Context: an optimization exercise on an open-source flow, tuned for small area and a short achievable clock period. The choices shown serve that exercise and are no tape-out recipe.
Function was not checked in any run shown here: the RTL went through the layout flow alone.
Power figures rest on the tool's default switching activity, not on a simulated workload.

==> design/flow/design.v <==
module swire_decoder (
    input  wire        clk,
    input  wire        rst,
    input  wire        sv,
    input  wire        din,
    input  wire        eos,
    input  wire [31:0] cfg_sample_rate,
    input  wire [31:0] cfg_bit_rate,
    input  wire [1:0]  cfg_address_bytes,
    input  wire [31:0] cfg_trig_wait,
    output reg         bits_valid,
    output reg  [1:0]  bits_class,
    output reg         bits_value,
    output wire [31:0] bits_start,
    output wire [31:0] bits_end,
    output reg         bytes_valid,
    output wire [7:0]  bytes_value,
    output reg         bytes_has_cmd,
    output reg         bytes_cmd,
    output reg         bytes_framing_ok,
    output wire [31:0] bytes_start,
    output wire [31:0] bytes_end,
    output reg         master_valid,
    output reg  [2:0]  master_class,
    output reg  [2:0]  master_kind,
    output reg  [23:0] master_data,
    output reg  [31:0] master_start,
    output wire [31:0] master_end,
    output reg         slave_valid,
    output wire [7:0]  slave_value,
    output wire [31:0] slave_start,
    output wire [31:0] slave_end,
    output reg         txn_valid,
    output reg         txn_outcome,
    output wire [2:0]  txn_kind,
    output wire [23:0] txn_addr,
    output wire [1:0]  txn_addr_cnt,
    output wire [7:0]  txn_rw_id,
    output wire        txn_rwid_valid,
    output wire        txn_dir,
    output wire [15:0] txn_data_cnt,
    output wire [31:0] txn_start,
    output wire [31:0] txn_end,
    output wire [3:0]  state,
    output reg         shape,
    output reg         txn_open,
    output wire [3:0]  cnt,
    output wire        done
);
    localparam [1:0] WAIT_FALL = 2'd0, IN_LOW = 2'd1, IN_HIGH = 2'd2;
    localparam [2:0] S_IDLE = 3'd0, S_SEEK_START = 3'd1, S_ADDR = 3'd2,
                     S_RWID = 3'd3, S_WDATA = 3'd4, S_AWAIT_TRIG = 3'd5,
                     S_RDATA = 3'd6, S_SEEK_END = 3'd7;
    localparam [2:0] M_TRIGGER = 3'd4, M_ERROR = 3'd6;
    localparam [2:0] E_PEOS = 3'd2, E_MT = 3'd5;
    localparam [1:0] MS_BYTE = 2'd0, MS_AUX = 2'd1, MS_FALL = 2'd2, MS_POS = 2'd3;
    reg [31:0] sr_r, br_r, tw_r;
    reg [1:0]  ab_r;
    reg [31:0] lpos;         
    reg        primed;
    reg        prev;
    reg [1:0]  phase;
    reg        fall_pend;    
    reg [31:0] fall_pos;
    reg        lo1, lo4;     
    reg [36:0] acc;          
    reg [2:0]  st;
    reg [3:0]  bcnt;
    reg        cmd;
    reg [7:0]  sh;
    reg [31:0] byte_start;
    reg [23:0] addr;
    reg [1:0]  addr_cnt;
    reg [31:0] aux_start;    
    reg        ws_pend;      
    reg [7:0]  rw_id;
    reg        rwid_valid;
    reg [15:0] data_cnt;
    reg [31:0] txn_start_r;
    reg        done_r;
    reg        pend_valid;
    reg        pend_txn;
    assign state    = {1'b0, st};
    assign cnt      = bcnt;
    assign done     = done_r;
    assign bits_start     = fall_pos;
    assign bits_end       = lpos;
    assign bytes_value    = sh;
    assign bytes_start    = byte_start;
    assign bytes_end      = lpos;
    assign master_end     = lpos;
    assign slave_value    = sh;
    assign slave_start    = byte_start;
    assign slave_end      = lpos;
    assign txn_kind       = master_kind;
    assign txn_addr       = addr;
    assign txn_addr_cnt   = addr_cnt;
    assign txn_rw_id      = rw_id;
    assign txn_rwid_valid = rwid_valid;
    assign txn_dir        = rw_id[7];
    assign txn_data_cnt   = data_cnt;
    assign txn_start      = txn_start_r;
    assign txn_end        = lpos;
    always @(posedge clk) begin
        sr_r <= cfg_sample_rate;
        br_r <= cfg_bit_rate;
        tw_r <= cfg_trig_wait;
        ab_r <= cfg_address_bytes;
    end
    function neg38;
        input [37:0] a, b;
        input        cin;
        reg   [37:0] c;
        integer      k;
        begin
            c[0] = cin;
            for (k = 0; k < 37; k = k + 1)
                c[k+1] = (a[k] & b[k]) | ((a[k] | b[k]) & c[k]);
            neg38 = a[37] ^ b[37] ^ c[37];
        end
    endfunction
    function neg34;
        input [33:0] a, b;
        input        cin;
        reg   [33:0] c;
        integer      k;
        begin
            c[0] = cin;
            for (k = 0; k < 33; k = k + 1)
                c[k+1] = (a[k] & b[k]) | ((a[k] | b[k]) & c[k]);
            neg34 = a[33] ^ b[33] ^ c[33];
        end
    endfunction
    function [36:0] add37;
        input [36:0] a, b;
        input        cin;
        reg   [36:0] g, p;
        reg   [37:0] c;
        reg   [9:0]  bg, bp;
        integer      i, k;
        begin
            g = a & b; p = a ^ b;
            for (k = 0; k < 10; k = k + 1) begin
                bg[k] = 1'b0; bp[k] = 1'b1;
                for (i = 4*k; i < 4*k + 4; i = i + 1)
                    if (i < 37) begin bg[k] = g[i] | (p[i] & bg[k]); bp[k] = bp[k] & p[i]; end
            end
            c[0] = cin;
            for (k = 0; k < 10; k = k + 1) begin
                for (i = 4*k; i < 4*k + 4; i = i + 1)
                    if (i < 37) c[i+1] = g[i] | (p[i] & c[i]);
                if (4*k + 4 < 38) c[4*k+4] = bg[k] | (bp[k] & c[4*k]);
            end
            add37 = p ^ c[36:0];
        end
    endfunction
    function [31:0] inc32;
        input [31:0] a;
        reg   [32:0] c;
        reg   [7:0]  ba;
        integer      i, k;
        begin
            for (k = 0; k < 8; k = k + 1) ba[k] = &a[4*k +: 4];
            c[0] = 1'b1;
            for (k = 0; k < 8; k = k + 1) begin
                for (i = 4*k; i < 4*k + 4; i = i + 1) c[i+1] = a[i] & c[i];
                c[4*k+4] = ba[k] & c[4*k];
            end
            inc32 = a ^ c[31:0];
        end
    endfunction
    wire [37:0] ax  = {acc[36], acc};
    wire a1 = ~neg38(ax, {4'd0, sr_r, 2'd0}, 1'b0);
    wire a2 = ~neg38(ax, {5'd0, sr_r, 1'b0}, 1'b0);
    wire a4 = ~neg38(ax, ~{5'd0, sr_r, 1'b0}, 1'b1);
    wire a5 = ~neg38(ax, ~{4'd0, sr_r, 2'd0}, 1'b1);
    wire [37:0] n4  = ~{4'd0, sr_r, 2'd0};
    wire [37:0] n1  = ~{6'd0, sr_r};
    wire [37:0] cs_s = ax ^ n4 ^ n1;
    wire [37:0] cs_c = {(ax[36:0] & n4[36:0]) | (ax[36:0] & n1[36:0]) | (n4[36:0] & n1[36:0]), 1'b1};
    wire ci = ~neg38(cs_s, cs_c, 1'b0);
    wire u1 = a1 & ~a2;
    wire u4 = a4 & ~a5;
    wire [36:0] b8  = {2'd0, br_r, 3'd0};
    wire [36:0] b2  = {4'd0, br_r, 1'b0};
    wire [36:0] av_s = acc ^ b8 ^ b2;
    wire [36:0] av_c = {(acc[35:0] & b8[35:0]) | (acc[35:0] & b2[35:0]) | (b8[35:0] & b2[35:0]), 1'b0};
    wire [36:0] adv  = add37(av_s, av_c, 1'b0);
    wire [36:0] m4  = ~{3'd0, sr_r, 2'd0};
    wire [36:0] m1  = ~{5'd0, sr_r};
    wire [36:0] i1_s = b8 ^ b2 ^ m4;
    wire [36:0] i1_c = {(b8[35:0] & b2[35:0]) | (b8[35:0] & m4[35:0]) | (b2[35:0] & m4[35:0]), 1'b1};
    wire [36:0] i2_s = i1_s ^ i1_c ^ m1;
    wire [36:0] i2_c = {(i1_s[35:0] & i1_c[35:0]) | (i1_s[35:0] & m1[35:0]) | (i1_c[35:0] & m1[35:0]), 1'b1};
    wire [36:0] init = add37(i2_s, i2_c, 1'b0);
    wire [31:0] pos = inc32(lpos);
    wire [33:0] w0  = {2'd0, lpos};
    wire [33:0] w1  = ~{2'd0, aux_start};
    wire [33:0] w2  = ~{2'd0, tw_r};
    wire [33:0] mw_s = w0 ^ w1 ^ w2;
    wire [33:0] mw_c = {(w0[32:0] & w1[32:0]) | (w0[32:0] & w2[32:0]) | (w1[32:0] & w2[32:0]), 1'b1};
    wire        mt_due = ws_pend ? (tw_r == 32'd0) : ~neg34(mw_s, mw_c, 1'b1);
    wire cs_bit0 = ci ? lo1 : (lo1 & u4);
    wire cs_bit1 = ci ? (lo4 & ~lo1) : (lo4 & u1);
    wire cs_bit  = cs_bit0 | cs_bit1;
    wire cs_bad  = ~cs_bit;
    wire ce_bit  = (phase == IN_HIGH) & ((lo1 & a4) | (lo4 & a1));
    wire ce_bitv = lo4;
    wire ce_mid  = (phase == IN_LOW) | ((phase == IN_HIGH) & ~ce_bit);
    wire sh_5a = (sh == 8'h5A);
    wire sh_ff = (sh == 8'hFF);
    wire dc_sat = (data_cnt == 16'hFFFF);
    wire [2:0] s_st, e_st;
    wire [3:0] s_bcnt, e_bcnt;
    wire       s_cmd, e_cmd, s_shift, e_shift, s_bsld, e_bsld;
    wire       s_aclr, e_aclr, s_ashift, e_ashift, s_auxb, e_auxb, s_auxp, e_auxp;
    wire       s_rwld, e_rwld, s_rwclr, e_rwclr, s_dclr, e_dclr, s_dinc, e_dinc, s_tld, e_tld;
    wire [1:0] s_acnt, e_acnt;
    wire       s_bits_v, e_bits_v, s_bits_val, e_bits_val;
    wire [1:0] s_bits_c, e_bits_c;
    wire       s_bytes_v, e_bytes_v, s_hc, e_hc, s_fok, e_fok, s_slave, e_slave;
    wire       s_m_v, e_m_v, s_t_v, e_t_v;
    wire [2:0] s_m_c, e_m_c, s_m_k, e_m_k;
    wire [1:0] s_msel, e_msel;
    wire [1:0] s_mdat, e_mdat;
    wire       s_peos_v, e_peos_v, s_peos_txn, e_peos_txn;
    wire [1:0] s_peos_sel, e_peos_sel;
    swire_decoder_step u_s (
        .st(st), .bcnt(bcnt), .cmd(cmd), .addr_cnt(addr_cnt), .ab(ab_r),
        .sh_5a(sh_5a), .sh_ff(sh_ff), .sh7(sh[7]), .dc_sat(dc_sat),
        .ev_bit(cs_bit), .ev_bad(cs_bad), .bit_v(cs_bit1), .idle(ci),
        .is_eos(1'b0), .mid_bit(1'b0),
        .n_st(s_st), .n_bcnt(s_bcnt), .n_cmd(s_cmd), .sh_shift(s_shift), .bs_ld(s_bsld),
        .addr_clr(s_aclr), .addr_shift(s_ashift), .n_addr_cnt(s_acnt),
        .aux_ld_byte(s_auxb), .aux_ld_pos(s_auxp), .rw_ld(s_rwld), .rw_clr(s_rwclr),
        .dc_clr(s_dclr), .dc_inc(s_dinc), .txn_ld(s_tld),
        .r_bits_v(s_bits_v), .r_bits_c(s_bits_c), .r_bits_val(s_bits_val),
        .r_bytes_v(s_bytes_v), .r_hc(s_hc), .r_fok(s_fok), .r_slave(s_slave),
        .r_m_v(s_m_v), .r_m_c(s_m_c), .r_m_k(s_m_k), .r_msel(s_msel), .r_mdat(s_mdat), .r_t_v(s_t_v),
        .r_peos_v(s_peos_v), .r_peos_txn(s_peos_txn), .r_peos_sel(s_peos_sel));
    swire_decoder_step u_e (
        .st(st), .bcnt(bcnt), .cmd(cmd), .addr_cnt(addr_cnt), .ab(ab_r),
        .sh_5a(sh_5a), .sh_ff(sh_ff), .sh7(sh[7]), .dc_sat(dc_sat),
        .ev_bit(ce_bit), .ev_bad(1'b0), .bit_v(ce_bitv), .idle(1'b0),
        .is_eos(1'b1), .mid_bit(ce_mid),
        .n_st(e_st), .n_bcnt(e_bcnt), .n_cmd(e_cmd), .sh_shift(e_shift), .bs_ld(e_bsld),
        .addr_clr(e_aclr), .addr_shift(e_ashift), .n_addr_cnt(e_acnt),
        .aux_ld_byte(e_auxb), .aux_ld_pos(e_auxp), .rw_ld(e_rwld), .rw_clr(e_rwclr),
        .dc_clr(e_dclr), .dc_inc(e_dinc), .txn_ld(e_tld),
        .r_bits_v(e_bits_v), .r_bits_c(e_bits_c), .r_bits_val(e_bits_val),
        .r_bytes_v(e_bytes_v), .r_hc(e_hc), .r_fok(e_fok), .r_slave(e_slave),
        .r_m_v(e_m_v), .r_m_c(e_m_c), .r_m_k(e_m_k), .r_msel(e_msel), .r_mdat(e_mdat), .r_t_v(e_t_v),
        .r_peos_v(e_peos_v), .r_peos_txn(e_peos_txn), .r_peos_sel(e_peos_sel));
    wire trig_c = (st == S_AWAIT_TRIG) & u1;    
    wire mt_c   = (st == S_AWAIT_TRIG) & mt_due;
    wire in_wait = (phase == WAIT_FALL);
    wire in_low  = (phase == IN_LOW);
    wire in_high = (phase == IN_HIGH);
    wire c0 = primed & in_high;                        
    wire f0 = primed & ((in_wait & prev) | in_high);   
    wire mt0 = primed & in_wait & ~prev & mt_c;         
    wire c1 = primed & in_high & ci;
    wire r1 = primed & in_low & ~trig_c;               
    wire g1 = primed & in_low & trig_c;                
    wire mt1 = primed & in_wait & mt_c;
    wire [2:0] st0 = c0 ? s_st : (mt0 ? S_SEEK_START : st);
    wire [2:0] st1 = c1 ? s_st : (g1 ? S_RDATA : (mt1 ? S_SEEK_START : st));
    wire [3:0] bc0 = c0 ? s_bcnt : (mt0 ? 4'd0 : bcnt);
    wire [3:0] bc1 = c1 ? s_bcnt : (mt1 ? 4'd0 : bcnt);
    wire [1:0] ph0 = f0 ? IN_LOW : phase;
    wire [1:0] ph1 = (c1 | g1) ? WAIT_FALL : (r1 ? IN_HIGH : phase);
    reg        sm_v, st_v;
    reg  [2:0] sm_c, sm_k;
    reg [31:0] sm_start;
    reg [23:0] sm_data;
    always @* begin
        if (in_high) begin
            sm_c = s_m_c; sm_k = s_m_k; st_v = s_t_v;
            case (s_msel)
                MS_BYTE: sm_start = byte_start;
                MS_AUX:  sm_start = s_auxb ? byte_start : aux_start;
                default: sm_start = fall_pos;
            endcase
            sm_data = (s_mdat == 2'd1) ? {addr[15:0], sh} :
                      (s_mdat == 2'd2) ? {16'd0, sh} : 24'd0;
        end else if (in_low) begin
            sm_c = M_TRIGGER; sm_k = 3'd0; st_v = 1'b0;
            sm_start = fall_pend ? lpos : fall_pos;
            sm_data = 24'd0;
        end else begin
            sm_c = M_ERROR; sm_k = E_MT; st_v = 1'b1;
            sm_start = ws_pend ? lpos : aux_start;
            sm_data = 24'd0;
        end
    end
    wire sm_v0 = c0 ? s_m_v : mt0;
    wire sm_v1 = c1 ? s_m_v : (g1 | mt1);
    wire st_v0 = c0 ? s_t_v : mt0;
    wire st_v1 = c1 ? s_t_v : mt1;
    wire       e_peos_only = e_peos_v & ~e_m_v;
    wire [2:0] em_c = e_peos_only ? M_ERROR : e_m_c;
    wire [2:0] em_k = e_peos_only ? E_PEOS : e_m_k;
    reg [31:0] em_start;
    always @* begin
        case (e_peos_only ? e_peos_sel : e_msel)
            MS_BYTE: em_start = e_bsld ? fall_pos : byte_start;
            MS_AUX:  em_start = e_auxb ? byte_start : aux_start;
            MS_FALL: em_start = fall_pend ? lpos : fall_pos;
            default: em_start = pos;
        endcase
    end
    wire [23:0] em_data = e_peos_only ? 24'd0 :
                          (e_mdat == 2'd1) ? {addr[15:0], sh} :
                          (e_mdat == 2'd2) ? {16'd0, sh} : 24'd0;
    wire tk_e  = ~done_r & eos;
    wire tk_s  = ~done_r & ~eos & sv;
    wire close = tk_s & (din ? c1 : c0);
    wire fall  = tk_s & ~din & f0;
    wire rise  = tk_s & din & r1;
    wire k_step = tk_e | close;
    wire idle_st = ~done_r & ~st[2] & ~st[1];    
    always @(posedge clk) begin
        if (fall | rise) acc <= init;
        else if (tk_s & ~ci) acc <= adv;
        if (rise) begin lo1 <= u1; lo4 <= u4; end
        if (fall_pend) fall_pos <= lpos;
        if (eos ? tk_e & e_shift : close & s_shift) sh <= {sh[6:0], eos ? ce_bitv : cs_bit1};
        if (k_step) cmd <= eos ? e_cmd : s_cmd;
        if (bcnt == 4'd0) byte_start <= fall_pos;
        if (idle_st) addr <= 24'd0;
        else if (eos ? tk_e & e_ashift : close & s_ashift) addr <= {addr[15:0], sh};
        if (k_step) addr_cnt <= eos ? e_acnt : s_acnt;
        if (ws_pend) aux_start <= lpos;
        else if (st == S_ADDR && addr_cnt == 2'd0) aux_start <= byte_start;
        if (idle_st) begin rw_id <= 8'd0; rwid_valid <= 1'b0; end
        else if (eos ? tk_e & e_rwld : close & s_rwld) begin rw_id <= sh; rwid_valid <= 1'b1; end
        if (idle_st) data_cnt <= 16'd0;
        else if (eos ? tk_e & e_dinc : close & s_dinc) data_cnt <= data_cnt + 16'd1;
        if (idle_st) txn_start_r <= byte_start;
        bits_class       <= eos ? e_bits_c : s_bits_c;
        bits_value       <= eos ? ce_bitv : cs_bit1;
        bytes_has_cmd    <= eos ? e_hc : s_hc;
        bytes_cmd        <= (eos ? e_hc : s_hc) & cmd;
        bytes_framing_ok <= eos ? ce_bitv : cs_bit1;
        pend_txn         <= e_peos_txn;
        if (pend_valid) begin
            master_class <= M_ERROR; master_kind <= E_PEOS; txn_outcome <= 1'b1;
            master_start <= lpos; master_data <= 24'd0;
        end else if (eos) begin
            master_class <= em_c; master_kind <= em_k; txn_outcome <= |em_k;
            master_start <= em_start; master_data <= em_data;
        end else begin
            master_class <= sm_c; master_kind <= sm_k; txn_outcome <= |sm_k;
            master_start <= sm_start; master_data <= sm_data;
        end
        if (rst) begin
            lpos <= 32'hFFFFFFFF; primed <= 1'b0; prev <= 1'b1; phase <= WAIT_FALL;
            fall_pend <= 1'b0; ws_pend <= 1'b0; st <= S_IDLE; bcnt <= 4'd0; done_r <= 1'b0;
            pend_valid <= 1'b0;
            bits_valid <= 1'b0; bytes_valid <= 1'b0; master_valid <= 1'b0;
            slave_valid <= 1'b0; txn_valid <= 1'b0;
            shape <= 1'b0; txn_open <= 1'b0;
        end else begin
            if (tk_s | tk_e) lpos <= pos;
            if (tk_s) begin primed <= 1'b1; prev <= din; end
            fall_pend <= fall;
            ws_pend   <= eos ? tk_e & e_auxp : close & s_auxp;
            if (tk_e) done_r <= 1'b1;
            if (tk_e) begin
                phase <= WAIT_FALL; st <= e_st; bcnt <= e_bcnt;
                shape <= (e_st == S_RDATA); txn_open <= e_st[2] | e_st[1];
            end else if (tk_s) begin
                phase <= din ? ph1 : ph0;
                st <= din ? st1 : st0;
                bcnt <= din ? bc1 : bc0;
                shape <= din ? (st1 == S_RDATA) : (st0 == S_RDATA);
                txn_open <= din ? (st1[2] | st1[1]) : (st0[2] | st0[1]);
            end
            bits_valid   <= eos ? tk_e & e_bits_v : close & s_bits_v;
            bytes_valid  <= eos ? tk_e & e_bytes_v : close & s_bytes_v;
            slave_valid  <= eos ? tk_e & e_slave : close & s_slave;
            pend_valid   <= tk_e & e_peos_v & e_m_v;
            master_valid <= pend_valid | (eos ? tk_e & (e_m_v | e_peos_v)
                                              : tk_s & (din ? sm_v1 : sm_v0));
            txn_valid    <= (pend_valid & pend_txn) |
                            (eos ? tk_e & e_t_v & ~(e_peos_v & e_m_v)
                                 : tk_s & (din ? st_v1 : st_v0));
        end
    end
endmodule
module swire_decoder_step (
    input  wire [2:0] st,
    input  wire [3:0] bcnt,
    input  wire       cmd,
    input  wire [1:0] addr_cnt,
    input  wire [1:0] ab,
    input  wire       sh_5a,
    input  wire       sh_ff,
    input  wire       sh7,
    input  wire       dc_sat,
    input  wire       ev_bit,
    input  wire       ev_bad,
    input  wire       bit_v,
    input  wire       idle,
    input  wire       is_eos,
    input  wire       mid_bit,
    output reg  [2:0] n_st,
    output reg  [3:0] n_bcnt,
    output reg        n_cmd,
    output reg        sh_shift,
    output reg        bs_ld,
    output reg        addr_clr,
    output reg        addr_shift,
    output reg  [1:0] n_addr_cnt,
    output reg        aux_ld_byte,
    output reg        aux_ld_pos,
    output reg        rw_ld,
    output reg        rw_clr,
    output reg        dc_clr,
    output reg        dc_inc,
    output reg        txn_ld,
    output reg        r_bits_v,
    output reg  [1:0] r_bits_c,
    output reg        r_bits_val,
    output reg        r_bytes_v,
    output reg        r_hc,
    output reg        r_fok,
    output reg        r_slave,
    output reg        r_m_v,
    output reg  [2:0] r_m_c,
    output reg  [2:0] r_m_k,
    output reg  [1:0] r_msel,
    output reg  [1:0] r_mdat,      
    output reg        r_t_v,
    output reg        r_peos_v,
    output reg        r_peos_txn,
    output reg  [1:0] r_peos_sel
);
    localparam [2:0] S_IDLE = 3'd0, S_SEEK_START = 3'd1, S_ADDR = 3'd2,
                     S_RWID = 3'd3, S_WDATA = 3'd4, S_AWAIT_TRIG = 3'd5,
                     S_RDATA = 3'd6, S_SEEK_END = 3'd7;
    localparam [1:0] B_DATA = 2'd0, B_CMD = 2'd1, B_ERR = 2'd2;
    localparam [2:0] M_START = 3'd0, M_ADDR = 3'd1, M_RWID = 3'd2, M_WDATA = 3'd3,
                     M_END = 3'd5, M_ERROR = 3'd6;
    localparam [2:0] E_BAD = 3'd1, E_UCB = 3'd3, E_MEM = 3'd4;
    localparam [1:0] MS_BYTE = 2'd0, MS_AUX = 2'd1, MS_FALL = 2'd2, MS_POS = 2'd3;
    reg       byte_done, byte_c, err, bs_now;
    reg [2:0] err_kind;
    reg [1:0] err_sel;
    always @* begin
        n_st = st; n_bcnt = bcnt; n_cmd = cmd; n_addr_cnt = addr_cnt;
        sh_shift = 1'b0; bs_ld = 1'b0; addr_clr = 1'b0; addr_shift = 1'b0;
        aux_ld_byte = 1'b0; aux_ld_pos = 1'b0; rw_ld = 1'b0; rw_clr = 1'b0;
        dc_clr = 1'b0; dc_inc = 1'b0; txn_ld = 1'b0;
        r_bits_v = 1'b0; r_bits_c = B_DATA; r_bits_val = bit_v;
        r_bytes_v = 1'b0; r_hc = 1'b0; r_fok = bit_v; r_slave = 1'b0;
        r_m_v = 1'b0; r_m_c = M_START; r_m_k = 3'd0; r_msel = MS_BYTE; r_mdat = 2'd0;
        r_t_v = 1'b0;
        r_peos_v = 1'b0; r_peos_txn = 1'b0; r_peos_sel = MS_POS;
        byte_done = 1'b0; byte_c = 1'b0; err = 1'b0; err_kind = 3'd0; err_sel = MS_BYTE;
        bs_now = 1'b0;
        if (ev_bit) begin
            if (n_st == S_IDLE) n_st = S_SEEK_START;
            if (n_bcnt == 4'd0) bs_ld = 1'b1;
            r_bits_v = 1'b1;
            if (n_st != S_RDATA) begin
                if (n_bcnt == 4'd0) begin
                    n_cmd = bit_v; r_bits_c = B_CMD; n_bcnt = 4'd1;
                    if ((n_st == S_WDATA || n_st == S_AWAIT_TRIG) && bit_v)
                        n_st = S_SEEK_END;
                end else if (n_bcnt <= 4'd8) begin
                    sh_shift = 1'b1; n_bcnt = n_bcnt + 4'd1;
                end else begin
                    n_bcnt = 4'd0;
                    byte_done = 1'b1; byte_c = cmd; r_hc = 1'b1;
                end
            end else begin
                if (n_bcnt <= 4'd7) begin
                    sh_shift = 1'b1; n_bcnt = n_bcnt + 4'd1;
                end else begin
                    n_bcnt = 4'd0;
                    byte_done = 1'b1; byte_c = 1'b0; r_hc = 1'b0;
                end
            end
        end
        if (byte_done) begin
            r_bytes_v = 1'b1;
            case (n_st)
                S_SEEK_START: begin
                    if (byte_c && sh_5a) begin
                        r_m_v = 1'b1; r_m_c = M_START; r_msel = MS_BYTE;
                        txn_ld = 1'b1; addr_clr = 1'b1; n_addr_cnt = 2'd0; rw_clr = 1'b1;
                        dc_clr = 1'b1;
                        n_st = S_ADDR;
                    end
                end
                S_ADDR: begin
                    if (byte_c) begin
                        err = 1'b1; err_kind = E_UCB; err_sel = MS_BYTE;
                    end else begin
                        if (addr_cnt == 2'd0) aux_ld_byte = 1'b1;
                        addr_shift = 1'b1;
                        n_addr_cnt = addr_cnt + 2'd1;
                        if (n_addr_cnt == ab) begin
                            r_m_v = 1'b1; r_m_c = M_ADDR; r_msel = MS_AUX; r_mdat = 2'd1;
                            n_st = S_RWID;
                        end
                    end
                end
                S_RWID: begin
                    if (byte_c) begin
                        err = 1'b1; err_kind = E_UCB; err_sel = MS_BYTE;
                    end else begin
                        rw_ld = 1'b1;
                        r_m_v = 1'b1; r_m_c = M_RWID; r_msel = MS_BYTE; r_mdat = 2'd2;
                        if (sh7) begin
                            n_st = S_AWAIT_TRIG; aux_ld_pos = 1'b1;
                        end else begin
                            n_st = S_WDATA;
                        end
                    end
                end
                S_WDATA: begin
                    r_m_v = 1'b1; r_m_c = M_WDATA; r_msel = MS_BYTE; r_mdat = 2'd2;
                    if (!dc_sat) dc_inc = 1'b1;
                end
                S_RDATA: begin
                    r_slave = 1'b1;
                    if (!dc_sat) dc_inc = 1'b1;
                    n_st = S_AWAIT_TRIG; aux_ld_pos = 1'b1;
                end
                S_SEEK_END: begin
                    if (sh_ff) begin
                        r_m_v = 1'b1; r_m_c = M_END; r_msel = MS_BYTE;
                        r_t_v = 1'b1;
                        n_st = S_IDLE;
                    end else begin
                        err = 1'b1; err_kind = E_MEM; err_sel = MS_BYTE; r_mdat = 2'd2;
                    end
                end
                default: ;
            endcase
            if (err) r_mdat = 2'd2;
        end
        if (ev_bad) begin
            if (n_st == S_IDLE) n_st = S_SEEK_START;
            r_bits_v = 1'b1; r_bits_c = B_ERR; r_bits_val = 1'b0;
            if (n_st >= S_ADDR) begin
                err = 1'b1; err_kind = E_BAD; r_mdat = 2'd0;
                err_sel = (n_bcnt != 4'd0) ? MS_BYTE : MS_FALL;
            end
            n_bcnt = 4'd0;
        end
        if (err) begin
            r_m_v = 1'b1; r_m_c = M_ERROR; r_m_k = err_kind; r_msel = err_sel;
            if (n_st >= S_ADDR) r_t_v = 1'b1;
            n_bcnt = 4'd0;
            n_st = S_SEEK_START;
        end
        if (idle) begin
            if (n_st == S_SEEK_START) begin
                n_bcnt = 4'd0; n_st = S_IDLE;
            end
        end
        if (is_eos) begin
            if (mid_bit || n_bcnt != 4'd0 || n_st >= S_ADDR) begin
                r_peos_v = 1'b1;
                r_peos_sel = (n_bcnt != 4'd0) ? MS_BYTE : (mid_bit ? MS_FALL : MS_POS);
                if (n_st >= S_ADDR) begin
                    r_peos_txn = 1'b1;
                    r_t_v = 1'b1;
                end
                n_st = S_SEEK_START;
            end
            n_bcnt = 4'd0;
        end
    end
endmodule
==> design/flow/run.sh <==
#!/bin/bash
# synth_recipe.tcl (not shown) runs the flow's synth.tcl, then flattens the netlist and writes it again
# the make line also repeats each setting of config.mk as NAME=value (left out here)
make -C /OpenROAD-flow-scripts/flow DESIGN_CONFIG=/design/flow/config.mk WORK_HOME=/design/flow/orfs CLKGATE_MAP_FILE= SYNTH_SCRIPT=/design/flow/synth_recipe.tcl finish
==> design/flow/config.mk <==
export PLATFORM = sky130hd
export DESIGN_NAME = swire_decoder
export DESIGN_NICKNAME = swire_decoder
export VERILOG_FILES = /design/flow/design.v
export SDC_FILE = /design/flow/constraint.sdc
export NUM_CORES = 4
export LEC_CHECK = 0
export CAP_MARGIN = 20
export CORE_MARGIN = 2
export CORE_UTILIZATION = 40
export SLEW_MARGIN = 20
==> design/flow/constraint.sdc <==
create_clock -name core_clock -period 18.0 [get_ports {clk}]
set_input_delay 3.6000 -clock core_clock [delete_from_list [all_inputs] [get_ports {clk}]]
set_output_delay 3.6000 -clock core_clock [all_outputs]
set_load 0.01 [all_outputs]
==> results of run 1 <==
-- Yosys cell counts, types with 12 or more instances --
cell / instances / area (um^2)
dfxtp_1: 302 / 6050
nand4_1: 20 / 125
o31ai_1: 34 / 255
or3_1: 32 / 200
nor2_1: 249 / 935
mux2i_1: 79 / 791
nand2b_1: 21 / 131
and3_1: 23 / 144
a311o_1: 13 / 130
xnor2_1: 21 / 184
o211ai_1: 23 / 173
nor3_1: 65 / 325
nand2_1: 283 / 1060
a31oi_1: 24 / 150
fa_1: 202 / 4040
o21ai_0: 166 / 831
o21bai_1: 17 / 128
o31a_1: 13 / 114
a221oi_1: 44 / 385
and2_1: 35 / 219
nor2b_1: 35 / 219
buf_2: 17 / 85.1
mux2_2: 75 / 845
xor2_1: 12 / 105
a211oi_1: 50 / 375
o21a_1: 16 / 120
or2_2: 13 / 81.3
a211o_1: 13 / 114
nand3_1: 68 / 340
o22ai_1: 25 / 156
nor4_1: 24 / 150
clkbuf_1: 119 / 447
nand3b_1: 28 / 210
a21o_1: 21 / 158
inv_1: 301 / 1130
edfxtp_1: 146 / 4380
a21oi_1: 235 / 1180
a22o_1: 17 / 149
ha_1: 233 / 2920
a22oi_1: 24 / 180
buf_4: 175 / 1310
maj3_1: 18 / 180
-- state kept, by name, summed over array words and instances (netlist names), 2 cells and up --
name	cells
tw_r	32
lpos	32
master_class	3
master_data	24
addr_cnt	2
bcnt	4
st	3
sh	8
sr_r	32
ab_r	2
aux_start	32
data_cnt	16
addr	24
phase	2
master_kind	3
bits_class	2
br_r	32
rw_id	8
txn_start_r	32
byte_start	32
master_start	32
acc	37
fall_pos	32
-- area by class of cell --
cell class / instances / share of cell area (%)
Sequential cell: 448 / 26.3
Clock inverter: 17 / 0.423
Antenna cell: 1 / 0.00631
Multi-Input combinational cell: 2400 / 48.2
Tap cell: 1060 / 3.34
Timing Repair Buffer: 585 / 14.5
Clock buffer: 85 / 4.35
Inverter: 302 / 2.86
-- layout by cell type (no fill, tap or decap), types with 21 or more instances in the layout --
master,n
clkdlybuf4s50_1,543
inv_1,301
dfxtp_1,298
nand2_1,282
nor2_1,244
a21oi_1,234
ha_1,233
fa_1,202
o21ai_0,165
edfxtp_1,146
mux2i_1,79
mux2_2,75
nand3_1,68
nor3_1,64
clkbuf_16,60
a211oi_1,50
a221oi_1,44
buf_4,39
and2_1,35
nor2b_1,34
o31ai_1,34
or3_1,32
nand3b_1,28
o22ai_1,25
a22oi_1,24
a31oi_1,24
nor4_1,23
o211ai_1,23
and3_1,23
a21o_1,21
nand2b_1,21
xnor2_1,21
-- power breakdown --
group / switching [uW] / internal, uW / leakage, uW
combinational: 511 / 518 / 0.0112
sequential: 146 / 1150 / 0.00397
clock: 474 / 676 / 0.000932
total: 1130 / 2340 / 0.0161
-- critical path: cells and delay by family --
kind          cells  cell delay (ns)
simple gates      6             2.25
buf+inv           3             0.90
-- logic make-up (layout without fill, tap and decap cells) --
kind of cell	after synthesis	in the layout	synth area share, %
AND/OR/NAND/NOR	922	922	13.4
AO/OA/AOI/OAI	837	837	17.3
other	1	2	0.0115
buffers and inverters	623	989	9.31
XOR/XNOR	33	33	0.890
adder cells (fa/ha/maj)	453	453	22.0
flip-flops	448	448	32.1
multiplexers	154	154	5.03
-- worst max path at each step --
stage | startpoint | endpoint | slack [ns] | depth (start not counted)
after floorplan | eos | acc[10] | 11.59 | 10
after global placement | eos | acc[30] | 10.92 | 9
after detailed placement | eos | acc[30] | 10.85 | 9
after CTS | sr_r[0] | acc[35] | 11.39 | 23
after global routing | sr_r[0] | acc[35] | 10.98 | 23
final | eos | acc[35] | 11.45 | 9
-- metrics by stage --
| stage | worst slack (ns) | hold WS (ns) | cell area (um^2) | power (uW) | util (%) |
|---|---|---|---|---|---|
| after floorplan | 11.59 | 0.476 | 32500 | 1940 | - |
| after global placement | 10.92 | 0.446 | 37700 | 2330 | 46.9 |
| after detailed placement | 10.85 | 0.449 | 37700 | 2340 | 46.9 |
| after CTS | 11.39 | 0.456 | 39600 | 3510 | 49.3 |
| after global routing | 10.98 | 0.467 | 39700 | 3680 | 49.3 |
| final | 11.45 | 0.453 | 39700 | 3470 | 49.3 |
-- layer usage --
metal  up-vias  global-route usage (%)  routed length, um
li1      12707                       -                  -
met1     13430                    35.6              48100
met2      1149                    41.5              50800
met3       194                    4.63               8590
met4         2                    7.05               2750
met5         -                       0                 15
==> results.yml, run 1 <==
status:
  outcome: "no timing/DRC/antenna violations"
worst_hold_path:
  min_to: "addr[16]"
  hp-start: "addr[16]"
  holdPathStages: 2
  hold_class: "flop to flop"
worst_setup_path:
  max_stage_delay_ns: 0.74
  worstPathMaxFanout: 54
  reg2reg_from: "sr_r[0]"
  arrival_ns: 6.83
  cp_cell_sequence: "buf_2 > buf_4 > nor2_1 > and2_1 > nand2_1 > or4_1 > nor2b_4 > nand2_1 > buf_4"
  slowest_stage: "nand2_1"
  cp_data_required_time_ns: 18.28
  critPathCaptureType: "flop"
  crit_type: "input port to flop"
  reg2reg_depth: 23
  rr_endpoint: "acc[35]"
  reg2reg_setup_slack_ns: 11.46
  cp-start-kind: "input port"
final_layout:
  fin_cells: 4898
  register_area_um2: 10400
  area_growth_pct: 22.1
  layout-drive-gt1-share_pct: 6.72
  fillers: 7629
  layout.nets: 4329
  multi_input_area_um2: 19100
global_route:
  globalRouteOverflowTotal: 0
  grt_pass1_vias: 26743
  antenna_found_initial: 1
  grt_max_degree: 85
  track_usage_pct: 25.8
  grt_pass1_wl_mm: 166
sta:
  min_period_ns: 6.55
  max_freq_mhz: 153
  setup_viol: 0
  period_share_pct: 36.4
  maxSlewHeadroom_pct: 18.4
  hold_viol_final: 0
  drv_slew: 0
  grt_setup_unrepaired: "no"
  worst_pin_slew_ns: 1.21
  skew_ns: 0.0355
  finalSetupTns_ns: 0
floorplan:
  pin_count: 547
  initial_core_util_pct: 40.4
  row_count: 104
  fp.dieW_um: 289
  core_area_um2: 80400
  die_y_um: 289
  dieArea_um2: 83500
cts:
  clock_latency_ns: 0.64
  root_buffer: "clkbuf_16"
  hold_buffers: 0
  cts_tree: "built"
  h-tree-depth: 2
  numCtsBuffers: 54
  clockBufferDepth: 3
  postCtsSetupBuffers: 0
  path_clk_slew_ns: 0.06
  cts_resized: 0
  cts.sinks: 448
routing:
  via_per_inst: 5.61
  drc_errors: 0
  drtPass1Iterations: 6
  ant_nets: 0
  wirelength_mm: 110
  drt_iter0_markers: 2599
  wl_per_cell_um: 22.5
  dr_total_vias: 27482
placement:
  portBuffers: 545
  place_congestion: 0.917
  dp_cells: 4794
  hpwlAfterDp_mm: 79.6
synth:
  syn-cell-area_um2: 32500
  syn_area_per_cell_um2: 9.36
  syn_nets: 4009
  ys.flop_type: "dfxtp_1"
  ys_seq_elements: 448
  synth-seq-area-share_pct: 32.1
  synth_cell_types: 92
  synth_edf_count: 146
  synth_warnings: 2
  synthCells: 3471
  synthArstFlopShare_pct: 0
run:
  cap_violations: 0
pwr:
  irDropWorstVdd_mv: 0.0872
  cellPowerDensity_nw_per_um2: 87.6
  p_leak_uw: 0.0161
==> run 2, diff against run 1 <==
--- a/design/flow/config.mk
+++ b/design/flow/config.mk
@@ -6,6 +6,7 @@
 export NUM_CORES = 4
 export LEC_CHECK = 0
-export CAP_MARGIN = 20
+export CAP_MARGIN = 80
 export CORE_MARGIN = 2
-export CORE_UTILIZATION = 40
-export SLEW_MARGIN = 20
+export CORE_UTILIZATION = 60
+export CTS_BUF_LIST = sky130_fd_sc_hd__clkbuf_4 sky130_fd_sc_hd__clkbuf_8
+export SLEW_MARGIN = 80
==> results.yml, run 2 <==
worst_setup_path:
  arrival_ns: 7.54
  crit_type: "flop to flop"
  max_stage_delay_ns: 0.59
  cp_cell_sequence: "clkdlybuf4s15_2 > clkdlybuf4s15_2 > fa_1 > a22oi_1 > o21ai_1 > a222oi_1 > clkdlybuf4s50_1 > clkdlybuf4s50_1 > a2111oi_4 > a21o_1 > a22o_1 > o31ai_4 > buf_2 > clkdlybuf4s15_2 > nor4_2 > clkdlybuf4s50_1 > clkdlybuf4s50_1 > clkdlybuf4s50_1 > buf_1 > a221oi_1 > a21oi_1"
  slowest_stage: "clkdlybuf4s50_1"
  cp_data_required_time_ns: 18.55
  cp_common_cell: "clkdlybuf4s50_1"
  critPathCaptureType: "flop"
  cp-start-kind: "flop"
  worstPathMaxFanout: 6
  reg2reg_setup_slack_ns: 11.00
cts:
  cts.sinks: 448
  numCtsBuffers: 80
  root_buffer: "clkbuf_8"
  clock_latency_ns: 0.71
  hold_buffers: 0
  path_clk_slew_ns: 0.07
  cts_resized: 0
  h-tree-depth: 3
  cts_tree: "built"
  clockBufferDepth: 3
  postCtsSetupBuffers: 0
worst_hold_path:
  hold_class: "flop to flop"
floorplan:
  core_area_um2: 53700
  row_count: 85
  dieArea_um2: 56000
  fp.dieW_um: 237
  pin_count: 547
  initial_core_util_pct: 60.5
  die_y_um: 237
global_route:
  globalRouteOverflowTotal: 0
  grt_max_degree: 37
  grt_pass1_vias: 30729
  grt_pass1_wl_mm: 173
  track_usage_pct: 39.6
  antenna_found_initial: 2
synth:
  syn-cell-area_um2: 32500
  synth_most_common_cell: "dfxtp_1"
  syn_nets: 4009
  synth-seq-area-share_pct: 32.1
  synth_top_cells_by_count: "dfxtp_1 (302), inv_1 (301), nand2_1 (283)"
  ys.flop_type: "dfxtp_1"
  synth_edf_count: 146
  synth_warnings: 2
  syn_area_per_cell_um2: 9.36
  synth_top_area_share_pct: 18.6
  synth_cell_types: 92
  synthCells: 3471
  synth_area_leaders: "dfxtp_1 (19%), edfxtp_1 (13%), fa_1 (12%)"
  synthArstFlopShare_pct: 0
  ys_seq_elements: 448
  yosysTopAreaCell: "dfxtp_1"
sta:
  period_share_pct: 38.9
  drv_slew: 0
  grt_setup_unrepaired: "no"
  setup_viol: 0
  hold_viol_final: 0
  worst_slack_ns: 11.00
  min_period_ns: 7.00
  max_freq_mhz: 143
  skew_ns: 0.0340
  finalSetupTns_ns: 0
pwr:
  p_leak_uw: 0.0174
  cellPowerDensity_nw_per_um2: 82.9
  intPower_uw: 2330
  swShare_pct: 34.4
  p_comb_share_pct: 34.3
  irDropWorstVdd_mv: 0.102
  seqPwrFrac_pct: 35.9
  finalPower_uw: 3550
  clockPowerShare_pct: 29.8
  p_switching_uw: 1220
routing:
  via_per_inst: 6.42
  dr_total_vias: 30720
  ant_nets: 0
  wl_per_cell_um: 24.2
  drtPass1Iterations: 12
  drt_iter0_markers: 3626
  drc_errors: 0
  wirelength_mm: 116
final_layout:
  largest_register_ffs: 37
  largest_register: "acc"
  area_growth_pct: 31.8
  fin_cells: 4782
  final_core_util_pct: 79.8
  layout.nets: 4556
  layout-drive-gt1-share_pct: 18.1
  final_common_cell: "clkdlybuf4s50_1"
  layout_common_cells: "clkdlybuf4s50_1 (564), nand2_1 (274), inv_1 (268)"
placement:
  portBuffers: 545
  dp_cells: 4609
  hpwlAfterDp_mm: 85.8
  dp_slack_ns: 11.21
  place_congestion: 0.945
run:
  cap_violations: 0
status:
  outcome: "no timing/DRC/antenna violations"
-- run 2: cell counts after synthesis --
Identical to the previous run, type by type.
-- run 2: area by class of cell --
cell class | instances | area (um^2)
Antenna cell | 1 | 2.50
Clock buffer | 109 | 1360
Clock inverter | 40 | 378
Fill cell | 3214 | 10900
Inverter | 302 | 1140
Multi-Input combinational cell | 2400 | 20600
Sequential cell | 448 | 10600
Tap cell | 696 | 871
Timing Repair Buffer | 786 | 7840
-- run 2: path summary, 6_finish.rpt --
path	start	end	depth (start not counted)
max	acc[20]	master_start[23]	21
min	rw_id[5]	rw_id[5]	2
max reg2reg	acc[20]	master_start[23]	21
min reg2reg	rw_id[5]	rw_id[5]	2
-- run 2: per-layer routing --
metal	GRT usage, %	up-vias	share of wire (%)
met5	0	-	0.0060
met3	8.86	614	10
li1	-	13193	-
met4	23.9	2	6.6
met1	47.5	14649	35
met2	65.2	2262	47
-- run 2: logic make-up (layout without fill, tap and decap cells) --
| logic type | after synthesis | in the layout | synth area share, % |
|---|---|---|---|
| adders and majority gates | 453 | 453 | 22.0 |
| xor gates and xnor gates | 33 | 33 | 0.890 |
| AOI/OAI and AO/OA | 837 | 837 | 17.3 |
| DFF | 448 | 448 | 32.1 |
| and+or+nand+nor | 922 | 922 | 13.4 |
| other | 1 | 2 | 0.0115 |
| buffers and inverters | 623 | 1237 | 9.31 |
| muxes | 154 | 154 | 5.03 |
-- run 2: worst max-delay path, delay by kind of cell (launching register included) --
family	cells	cell delay, ns
AND/OR/NAND/NOR	1	0.07
AO/OA/AOI/OAI	9	1.97
adder cells (fa/ha/maj)	1	0.50
flip-flops	1	0.46
buffers and inverters	10	3.87
-- run 2: power groups by stage --
| stage | logic [uW] | registers [uW] | clock network [uW] |
|---|---|---|---|
| CTS | 1160 | 1270 | 1060 |
| global placement | 995 | 1310 | 0 |
| finish | 1220 | 1280 | 1060 |
| global route | 1320 | 1280 | 1110 |
| detailed placement | 1140 | 1300 | 0 |
| floorplan | 656 | 1290 | 0 |
-- run 2: stage by stage --
step | cell area, um^2 | hold WS (ns)
floorplan | 32500 | 0.476
global route | 42800 | 0.483
detailed placement | 40300 | 0.453
CTS | 42000 | 0.465
finish | 42800 | 0.464
global placement | 37200 | 0.443
==> run 3, diff against run 2 <==
==> design/flow/flow/run.sh (new file) <==
#!/bin/bash
# The standard layout, with the port buffers made from buf_1 cells instead of
# ORFS's default delay buffers. Everything else is the standard.sh.
set -euo pipefail
cd "$(dirname "$0")/.."
export BUFFER_PORTS_ARGS="-buffer_cell sky130_fd_sc_hd__buf_1"
bash standard.sh > orfs_make.log 2>&1
==> design/flow/standard.sh (new file) <==
#!/bin/bash
# synth_recipe.tcl (not shown) runs the flow's synth.tcl, then flattens the netlist and writes it again
# the make line also repeats each setting of config.mk as NAME=value (left out here)
make -C /OpenROAD-flow-scripts/flow DESIGN_CONFIG=/design/flow/config.mk WORK_HOME=/design/flow/orfs CLKGATE_MAP_FILE= SYNTH_SCRIPT=/design/flow/synth_recipe.tcl "${@:-finish}"
==> design/flow/config.mk (replaced) <==
export PLATFORM = sky130hd
export DESIGN_NAME = swire_decoder
export DESIGN_NICKNAME = swire_decoder
export VERILOG_FILES = /design/flow/design.v
export SDC_FILE = /design/flow/constraint.sdc
export NUM_CORES = 4
export LEC_CHECK = 0
export CAP_MARGIN = 20
export CORE_MARGIN = 2
export CORE_UTILIZATION = 40
export SLEW_MARGIN = 20
removed: design/flow/run.sh
==> results.yml, run 3 <==
cts:
  cts_tree: "built"
  clockBufferDepth: 3
  cts_resized: 0
  cts.sinks: 448
  numCtsBuffers: 52
  h-tree-depth: 2
  postCtsSetupBuffers: 0
  clock_latency_ns: 0.64
  path_clk_slew_ns: 0.06
  hold_buffers: 0
  root_buffer: "clkbuf_16"
floorplan:
  pin_count: 547
  die_y_um: 289
  fp.dieW_um: 289
  dieArea_um2: 83500
  core_area_um2: 80400
  row_count: 104
  initial_core_util_pct: 40.4
placement:
  dp_slack_ns: 10.93
  portBuffers: 545
  place_congestion: 0.937
  placed_cell_area_um2: 34400
  hpwlAfterDp_mm: 77.9
routing:
  ant_nets: 0
  drt_iter0_markers: 2623
  drtPass1Iterations: 6
  drc_errors: 0
  wl_per_cell_um: 22.2
  via_per_inst: 5.66
  wirelength_mm: 108
  dr_total_vias: 27683
sta:
  max_freq_mhz: 154
  min_period_ns: 6.47
  hold_viol_final: 0
  worst_pin_slew_ns: 1.17
  grt_setup_unrepaired: "no"
  drv_slew: 0
  skew_ns: 0.0392
  hold_slack_ns: 0.451
  finalSetupTns_ns: 0
  period_share_pct: 36.0
  worst_slack_ns: 11.53
  setup_viol: 0
  maxSlewHeadroom_pct: 22.2
worst_setup_path:
  crit_type: "input port to flop"
  cp-start-kind: "input port"
  arrival_ns: 6.75
  worstPathMaxFanout: 54
  reg2reg_depth: 23
  critPathCaptureType: "flop"
  cp_data_required_time_ns: 18.28
synth:
  synthCells: 3471
  ys.flop_type: "dfxtp_1"
  synth_warnings: 2
  syn_area_per_cell_um2: 9.36
  synth_area_leaders: "dfxtp_1 (19%), edfxtp_1 (13%), fa_1 (12%)"
  syn_nets: 4009
  synth_top_area_share_pct: 18.6
  syn-cell-area_um2: 32500
  synth_edf_count: 146
  yosysTopAreaCell: "dfxtp_1"
  synth_most_common_cell: "dfxtp_1"
  synthArstFlopShare_pct: 0
  ys_seq_elements: 448
  synth-seq-area-share_pct: 32.1
  synth_top_cells_by_count: "dfxtp_1 (302), inv_1 (301), nand2_1 (283)"
  synth_cell_types: 92
global_route:
  grt_pass1_vias: 25977
  grt_max_degree: 81
  track_usage_pct: 25.3
  antenna_found_initial: 6
  grt_pass1_wl_mm: 163
  globalRouteOverflowTotal: 0
status:
  outcome: "no timing/DRC/antenna violations"
final_layout:
  largest_register: "acc"
  layout-drive-gt1-share_pct: 6.70
  postLayoutCellArea_um2: 36200
  layout_common_cells: "buf_1 (543), inv_1 (301), dfxtp_1 (298)"
  layout.nets: 4328
  area_growth_pct: 11.5
  largest_register_ffs: 37
  final_common_cell: "buf_1"
pwr:
  cellPowerDensity_nw_per_um2: 91.7
  irDropWorstVdd_mv: 0.0810
  p_leak_uw: 0.0147
worst_hold_path:
  holdPathStages: 2
  hold_class: "flop to flop"
run:
  cap_violations: 0
run 3: cell counts after synthesis:
Identical to the previous run, type by type.
run 3: cell families after synthesis:
family / synth area share [%]
DFF: 32.1
and+or+nand+nor: 13.4
AOI/OAI and AO/OA: 17.3
other: 0.0115
muxes: 5.03
xor gates and xnor gates: 0.890
buffers and inverters: 9.31
adders and majority gates: 22.0
run 3: worst paths after layout:
| kind | to | from | slack [ns] |
|---|---|---|---|
| worst max-delay path | acc[2] | eos | 11.53 |
| worst min-delay path | rw_id[5] | rw_id[5] | 0.45 |
| worst max register to register | acc[35] | sr_r[0] | 11.59 |
| worst min register to register | rw_id[5] | rw_id[5] | 0.45 |
run 3: worst max-delay path, cell delays in order:
cell,delay (ns)
clkbuf_2,0.09
buf_4,0.33
nor2_1,0.25
and2_1,0.42
nand2_1,0.13
nor3_1,0.63
nor2b_4,0.07
nand2_1,0.75
buf_4,0.44
run 3: metal layers:
metal	up-vias	part of all wire [%]	track usage, %
met5	-	0.042	0
li1	12732	-	-
met3	214	8.6	4.51
met1	13440	44	35.8
met4	8	3.1	8.02
met2	1289	45	39.1
run 3: power by group:
group	total [uW]	switching [uW]	internal (uW)
Sequential	1300	146	1150
Combinational	891	507	384
Clock	1140	471	665
run 3: layout make-up:
type,count,area (um^2)
Fill cell,7871,44200
Clock inverter,25,289
Antenna cell,1,2.50
Tap cell,1060,1330
Multi-Input combinational cell,2400,19100
Sequential cell,448,10400
Clock buffer,73,1560
Inverter,302,1130
Timing Repair Buffer,586,2370
run 3: through the flow:
step	instances	power [uW]	utilization, %
5_1_grt	4894	3530	45.0
4_1_cts	4893	3350	45.0
3_5_place_dp	4795	2200	42.7
3_3_place_gp	4795	2190	42.7
2_1_floorplan	3471	1940	-
6_report	4895	3320	45.0
==> run 4, diff against run 3 <==
--- a/design/flow/design.v
+++ b/design/flow/design.v
@@ -321,7 +321,6 @@
     wire idle_st = ~done_r & ~st[2] & ~st[1];    
     always @(posedge clk) begin
-        if (fall | rise) acc <= init;
-        else if (tk_s & ~ci) acc <= adv;
-        if (rise) begin lo1 <= u1; lo4 <= u4; end
+        if (tk_s) acc <= (din ? r1 : f0) ? init : (ci ? acc : adv);
+        if (in_low) begin lo1 <= u1; lo4 <= u4; end
         if (fall_pend) fall_pos <= lpos;
         if (eos ? tk_e & e_shift : close & s_shift) sh <= {sh[6:0], eos ? ce_bitv : cs_bit1};
==> results.yml, run 4 <==
status:
  outcome: "no timing/DRC/antenna violations"
cts:
  cts_resized: 0
  h-tree-depth: 2
  cts_tree: "built"
  path_clk_slew_ns: 0.06
  hold_buffers: 0
  postCtsSetupBuffers: 0
  root_buffer: "clkbuf_16"
  clock_latency_ns: 0.66
  clockBufferDepth: 3
  numCtsBuffers: 54
  cts.sinks: 448
pwr:
  p_switching_uw: 1210
  swShare_pct: 34.8
  p_comb_share_pct: 29.0
  cellPowerDensity_nw_per_um2: 98.4
  clockPowerShare_pct: 33.1
  seqPwrFrac_pct: 37.9
  intPower_uw: 2280
  irDropWorstVdd_mv: 0.0867
  p_leak_uw: 0.0142
final_layout:
  layout-drive-gt1-share_pct: 5.71
  final_common_cell: "buf_1"
  layout_common_cells: "buf_1 (543), inv_1 (331), dfxtp_1 (298)"
  largest_register: "acc"
  area_growth_pct: 11.7
  largest_register_ffs: 37
  layout.nets: 4257
sta:
  grt_setup_unrepaired: "no"
  setup_viol: 0
  max_freq_mhz: 160
  hold_slack_ns: 0.454
  maxSlewHeadroom_pct: 27.0
  finalSetupTns_ns: 0
  skew_ns: 0.0568
  period_share_pct: 34.8
  drv_slew: 0
  min_period_ns: 6.26
  hold_viol_final: 0
  worst_pin_slew_ns: 1.09
synth:
  syn_area_per_cell_um2: 9.37
  syn-cell-area_um2: 31800
  synth_warnings: 2
  synth_cell_types: 95
  synth_edf_count: 146
  synth_most_common_cell: "inv_1"
  synthCells: 3391
  synth_top_cells_by_count: "inv_1 (331), dfxtp_1 (302), a21oi_1 (247)"
  synth_top_area_share_pct: 19.0
  yosysTopAreaCell: "dfxtp_1"
  synth-seq-area-share_pct: 32.8
  synth_area_leaders: "dfxtp_1 (19%), edfxtp_1 (14%), fa_1 (13%)"
  synthArstFlopShare_pct: 0
  ys.flop_type: "dfxtp_1"
  syn_nets: 3929
  ys_seq_elements: 448
worst_setup_path:
  reg2reg_depth: 21
  reg2reg_from: "acc[3]"
  crit_type: "flop to flop"
  crit_path_start: "acc[3]"
  cp-start-kind: "flop"
  arrival_ns: 6.61
  worstPathMaxFanout: 8
  critPathCaptureType: "flop"
  cp_data_required_time_ns: 18.35
global_route:
  grt_pass1_vias: 25008
  grt_pass1_wl_mm: 153
  globalRouteOverflowTotal: 0
  antenna_found_initial: 2
  track_usage_pct: 24.1
  grt_max_degree: 79
floorplan:
  core_area_um2: 78900
  pin_count: 547
  die_y_um: 286
  initial_core_util_pct: 40.3
  dieArea_um2: 81700
  fp.dieW_um: 286
  row_count: 103
placement:
  hpwlAfterDp_mm: 74.6
  place_congestion: 0.918
  portBuffers: 545
routing:
  ant_nets: 0
  drt_iter0_markers: 2236
  dr_total_vias: 26232
  drtPass1Iterations: 6
  wl_per_cell_um: 21.0
  drc_errors: 0
  wirelength_mm: 101
  via_per_inst: 5.45
run:
  cap_violations: 0
worst_hold_path:
  hold_class: "flop to flop"
  holdPathStages: 2
  hp-start: "rwid_valid"
-- run 4: area by class of cell --
type / count / area, um^2
diodes: 1 / 2.50
clock buffers: 68 / 1460
clock inverters: 34 / 434
fillers: 7709 / 43400
inverters: 335 / 1260
multi-input cells: 2302 / 18300
flip-flops and latches: 448 / 10400
well taps: 1050 / 1310
repair buffers: 578 / 2300
-- run 4: through the flow --
stage / worst slack (ns) / util, % / total power, uW / cell area, um^2 / std cells
global route: 11.33 / 45.0 / 3720 / 35500 / 4815
finish: 11.74 / 45.0 / 3490 / 35500 / 4816
floorplan: 12.34 / - / 2050 / 31800 / 3391
detailed placement: 11.58 / 42.6 / 2350 / 33600 / 4713
global placement: 11.64 / 42.6 / 2340 / 33600 / 4713
CTS: 11.68 / 45.0 / 3530 / 35500 / 4815
-- run 4: power groups by stage --
stage / logic, uW / clock network [uW] / registers, uW
2_1_floorplan: 745 / 0 / 1310
3_3_place_gp: 995 / 0 / 1340
3_5_place_dp: 1010 / 0 / 1350
4_1_cts: 1020 / 1190 / 1320
5_1_grt: 1160 / 1220 / 1340
6_report: 1010 / 1160 / 1320
-- run 4: per-layer routing --
| layer | up-vias | track usage, % | wire (um) |
|---|---|---|---|
| li1 | 12406 | - | - |
| met1 | 12630 | 33.1 | 44700 |
| met2 | 1021 | 39.0 | 46400 |
| met3 | 173 | 3.60 | 6980 |
| met4 | 2 | 7.55 | 3030 |
| met5 | - | 0 | 14 |
-- run 4: worst paths after layout --
| path | endpoint | slack (ns) |
|---|---|---|
| worst max-delay path | acc[35] | 11.74 |
| worst min-delay path | rwid_valid | 0.45 |
| worst max register to register | acc[35] | 11.74 |
| worst min register to register | rwid_valid | 0.45 |
-- run 4: worst max-delay path: stages (launching register included) --
cell	delay (ns)
edfxtp_1	0.55
fa_1	0.55
fa_1	0.48
a21o_1	0.19
a21o_1	0.17
a21o_1	0.18
a21o_1	0.20
a21oi_1	0.17
o21ai_0	0.20
a2111oi_0	0.81
o41ai_1	0.22
or3b_2	0.27
a211oi_1	0.13
o211ai_1	0.25
nand4b_1	0.12
a21o_1	0.21
fa_1	0.39
fa_1	0.38
inv_1	0.08
fa_1	0.18
xor2_1	0.17
a21oi_1	0.09
-- run 4: logic make-up (layout without fill, tap and decap cells) --
kind of cell / Yosys count / in the layout / synth area share (%)
adder cells (fa/ha/maj): 458 / 458 / 22.6
flip-flops: 448 / 448 / 32.8
multiplexers: 100 / 100 / 3.28
AO/OA/AOI/OAI: 882 / 882 / 18.0
XOR/XNOR: 40 / 40 / 1.10
buffers and inverters: 641 / 1015 / 9.73
AND/OR/NAND/NOR: 821 / 821 / 12.5
other: 1 / 2 / 0.0118
==> run 5, diff against run 4 <==
--- a/design/flow/design.v
+++ b/design/flow/design.v
@@ -321,6 +321,7 @@
     wire idle_st = ~done_r & ~st[2] & ~st[1];    
     always @(posedge clk) begin
-        if (tk_s) acc <= (din ? r1 : f0) ? init : (ci ? acc : adv);
-        if (in_low) begin lo1 <= u1; lo4 <= u4; end
+        if (fall | rise) acc <= init;
+        else if (tk_s & ~ci) acc <= adv;
+        if (rise) begin lo1 <= u1; lo4 <= u4; end
         if (fall_pend) fall_pos <= lpos;
         if (eos ? tk_e & e_shift : close & s_shift) sh <= {sh[6:0], eos ? ce_bitv : cs_bit1};
==> design/flow/flow/run.sh (replaced) <==
#!/bin/bash
# The standard layout (the standard.sh), with two changes to how it is
# made: the port buffers are buf_1 cells instead of ORFS's default delay
# buffers, and ORFS's own repair_timing steps aim for extra setup slack.
set -euo pipefail
cd "$(dirname "$0")/.."
export BUFFER_PORTS_ARGS="-buffer_cell sky130_fd_sc_hd__buf_1"
export SETUP_SLACK_MARGIN=12
bash standard.sh > orfs_make.log 2>&1
==> results.yml, run 5 <==
synth:
  synth-seq-area-share_pct: 32.1
  synth_cell_types: 92
  synth_area_leaders: "dfxtp_1 (19%), edfxtp_1 (13%), fa_1 (12%)"
  synth_warnings: 2
  synth_top_cells_by_count: "dfxtp_1 (302), inv_1 (301), nand2_1 (283)"
  synth_top_area_share_pct: 18.6
  synthArstFlopShare_pct: 0
  synth_edf_count: 146
  syn_area_per_cell_um2: 9.36
  synthCells: 3471
  syn_nets: 4009
  ys.flop_type: "dfxtp_1"
  syn-cell-area_um2: 32500
  yosysTopAreaCell: "dfxtp_1"
  synth_most_common_cell: "dfxtp_1"
  ys_seq_elements: 448
routing:
  ant_nets: 0
  via_per_inst: 5.58
  wirelength_mm: 109
  drc_errors: 0
  drt_iter0_markers: 2274
  dr_total_vias: 27347
  drtPass1Iterations: 6
  wl_per_cell_um: 22.3
global_route:
  grt_max_degree: 78
  grt_pass1_vias: 26169
  antenna_found_initial: 6
  grt_pass1_wl_mm: 163
  globalRouteOverflowTotal: 0
  track_usage_pct: 25.3
worst_setup_path:
  cp-start-kind: "input port"
  cp_data_required_time_ns: 18.34
  worstPathMaxFanout: 54
  crit_type: "input port to flop"
  critPathCaptureType: "flop"
  arrival_ns: 6.18
cts:
  numCtsBuffers: 54
  clockBufferDepth: 3
  path_clk_slew_ns: 0.06
  root_buffer: "clkbuf_16"
  cts_tree: "built"
  clock_latency_ns: 0.66
  h-tree-depth: 2
  cts.sinks: 448
sta:
  skew_ns: 0.0682
  hold_viol_final: 0
  period_share_pct: 32.4
  maxSlewHeadroom_pct: 23.1
  max_freq_mhz: 171
  grt_setup_unrepaired: "yes"
  worst_pin_slew_ns: 1.14
  drv_slew: 0
  finalSetupTns_ns: 0
  setup_viol: 0
  min_period_ns: 5.84
floorplan:
  fp.dieW_um: 289
  row_count: 104
  core_area_um2: 80400
  initial_core_util_pct: 40.4
  dieArea_um2: 83500
  die_y_um: 289
  pin_count: 547
pwr:
  seqPwrFrac_pct: 38.7
  cellPowerDensity_nw_per_um2: 92.1
  p_comb_share_pct: 27.0
  intPower_uw: 2200
  clockPowerShare_pct: 34.3
  finalPower_uw: 3350
  swShare_pct: 34.4
  p_leak_uw: 0.0147
  irDropWorstVdd_mv: 0.0873
  p_switching_uw: 1150
final_layout:
  largest_register_ffs: 37
  layout.nets: 4335
  area_growth_pct: 11.9
  largest_register: "acc"
  layout-drive-gt1-share_pct: 7.42
  final_common_cell: "buf_1"
  layout_common_cells: "buf_1 (543), inv_1 (301), dfxtp_1 (295)"
placement:
  place_congestion: 0.939
  portBuffers: 545
  hpwlAfterDp_mm: 77.6
run:
  cap_violations: 0
worst_hold_path:
  hold_class: "flop to flop"
status:
  outcome: "no timing/DRC/antenna violations"
-- run 5: cell count changes after synthesis, moves of 19 or more --
| cell | before | now |
|---|---|---|
| a221oi_1 | 25 | 44 |
| o21ai_0 | 224 | 166 |
| inv_1 | 331 | 301 |
| nand3_1 | 39 | 68 |
| mux2_2 | 34 | 75 |
| nand2_1 | 220 | 283 |
| a211oi_1 | 30 | 50 |
| a221o_1 | 30 | 4 |
-- run 5: power groups by stage --
stage	registers, uW	clock network (uW)	logic, uW
2_1_floorplan	1280	0	656
3_3_place_gp	1320	0	875
3_5_place_dp	1320	0	886
4_1_cts	1290	1170	896
5_1_grt	1310	1210	1030
6_report	1300	1150	906
-- run 5: timing repair --
action | 4_1_cts | 5_1_grt
gates resized for setup | 8 | 16
pin swaps | 1 | 3
buffers inserted | 1 | 5
gates cloned | 1 | 0
setup endpoints to repair | 54 | 117
hold buffers | 0 | 0
-- run 5: cell families after synthesis --
kind of cell,after synthesis,share of synthesized area (%)
xor gates and xnor gates,33,0.890
DFF,448,32.1
adders and majority gates,453,22.0
other,1,0.0115
buffers and inverters,623,9.31
and+or+nand+nor,922,13.4
muxes,154,5.03
AOI/OAI and AO/OA,837,17.3
-- run 5: layout make-up --
type / instances / area, um^2
clock buffers: 77 / 1570
well taps: 1060 / 1330
inverters: 302 / 1130
repair buffers: 590 / 2380
multi-input cells: 2401 / 19200
flip-flops and latches: 448 / 10400
fillers: 7937 / 44000
clock inverters: 25 / 300
diodes: 2 / 5.00
-- run 5: layer usage --
| metal | vias up | track usage (%) | routed length [um] |
|---|---|---|---|
| met1 | 13337 | 35.2 | 48000 |
| met4 | 10 | 6.78 | 2640 |
| met2 | 1113 | 40.3 | 49800 |
| met5 | - | 0 | 69 |
| li1 | 12721 | - | - |
| met3 | 166 | 4.94 | 8630 |
-- run 5: worst max-delay path: stages --
cell      delay [ns]
clkbuf_2        0.09
buf_4           0.33
nor2_2          0.22
and2_2          0.30
nand2_1         0.14
or4_1           0.63
nor2b_4         0.22
buf_4           0.27
inv_2           0.22
o21ai_0         0.11
-- run 5: through the flow --
step                      util (%)  cells  hold WS [ns]  instance area, um^2  worst slack, ns
after floorplan                  -   3471         0.476                32500            12.10
after global placement        42.7   4793         0.438                34400            11.31
after detailed placement      42.7   4793         0.443                34400            11.21
after CTS                     45.1   4897         0.451                36300            11.96
after global routing          45.2   4903         0.470                36400            11.95
final                         45.2   4905         0.446                36400            12.16
-- run 5: worst paths after layout --
path                                from        to  slack [ns]  cells after the start
worst max-delay path                 eos   acc[36]       12.16                     10
worst max register to register   sr_r[0]   acc[35]       12.22                     23
worst min-delay path            addr[17]  addr[17]        0.45                      2
worst min register to register  addr[17]  addr[17]        0.45                      2

re-timing with driven ports:
In the flow no input, the clock included, has a driving cell. The finished layouts below were timed again as built, in two steps. Step 1: set_driving_cell puts a clkbuf_16 on clk and a buf_2 on each other input, an assumption about the parent block. Step 2 times the ports against the registers' clock, not the clock port: input delays grow and output delays shrink by t, the midpoint of the rising clock arrivals with the driver on. Slacks: ideal / step 1 / step 2; pairs: ideal / step 1.
run | t (ns) | setup slack, ns | hold slack, ns | latest minus earliest clock arrival (ns) | slew at the worst register clock pin (ns)
run 1 | 0.694 | 11.453 / 11.462 / 10.804 | 0.453 / 0.453 / 0.453 | 0.037 / 0.036 | 0.07 / 0.07
run 2 | 0.749 | 11.004 / 11.004 / 11.004 | 0.464 / 0.464 / 0.464 | 0.034 / 0.034 | 0.07 / 0.07
run 3 | 0.691 | 11.527 / 11.545 / 10.855 | 0.451 / 0.451 / 0.451 | 0.043 / 0.043 | 0.07 / 0.07
run 4 | 0.696 | 11.740 / 11.740 / 11.441 | 0.454 / 0.454 / 0.454 | 0.057 / 0.057 | 0.07 / 0.07
run 5 | 0.695 | 12.165 / 12.190 / 11.495 | 0.446 / 0.446 / 0.446 | 0.069 / 0.068 | 0.07 / 0.07
After both steps every run listed still meets setup and hold. The setup slack of run 3, which loses most, moves by +0.018 ns with the drivers and by -0.672 ns with both steps.
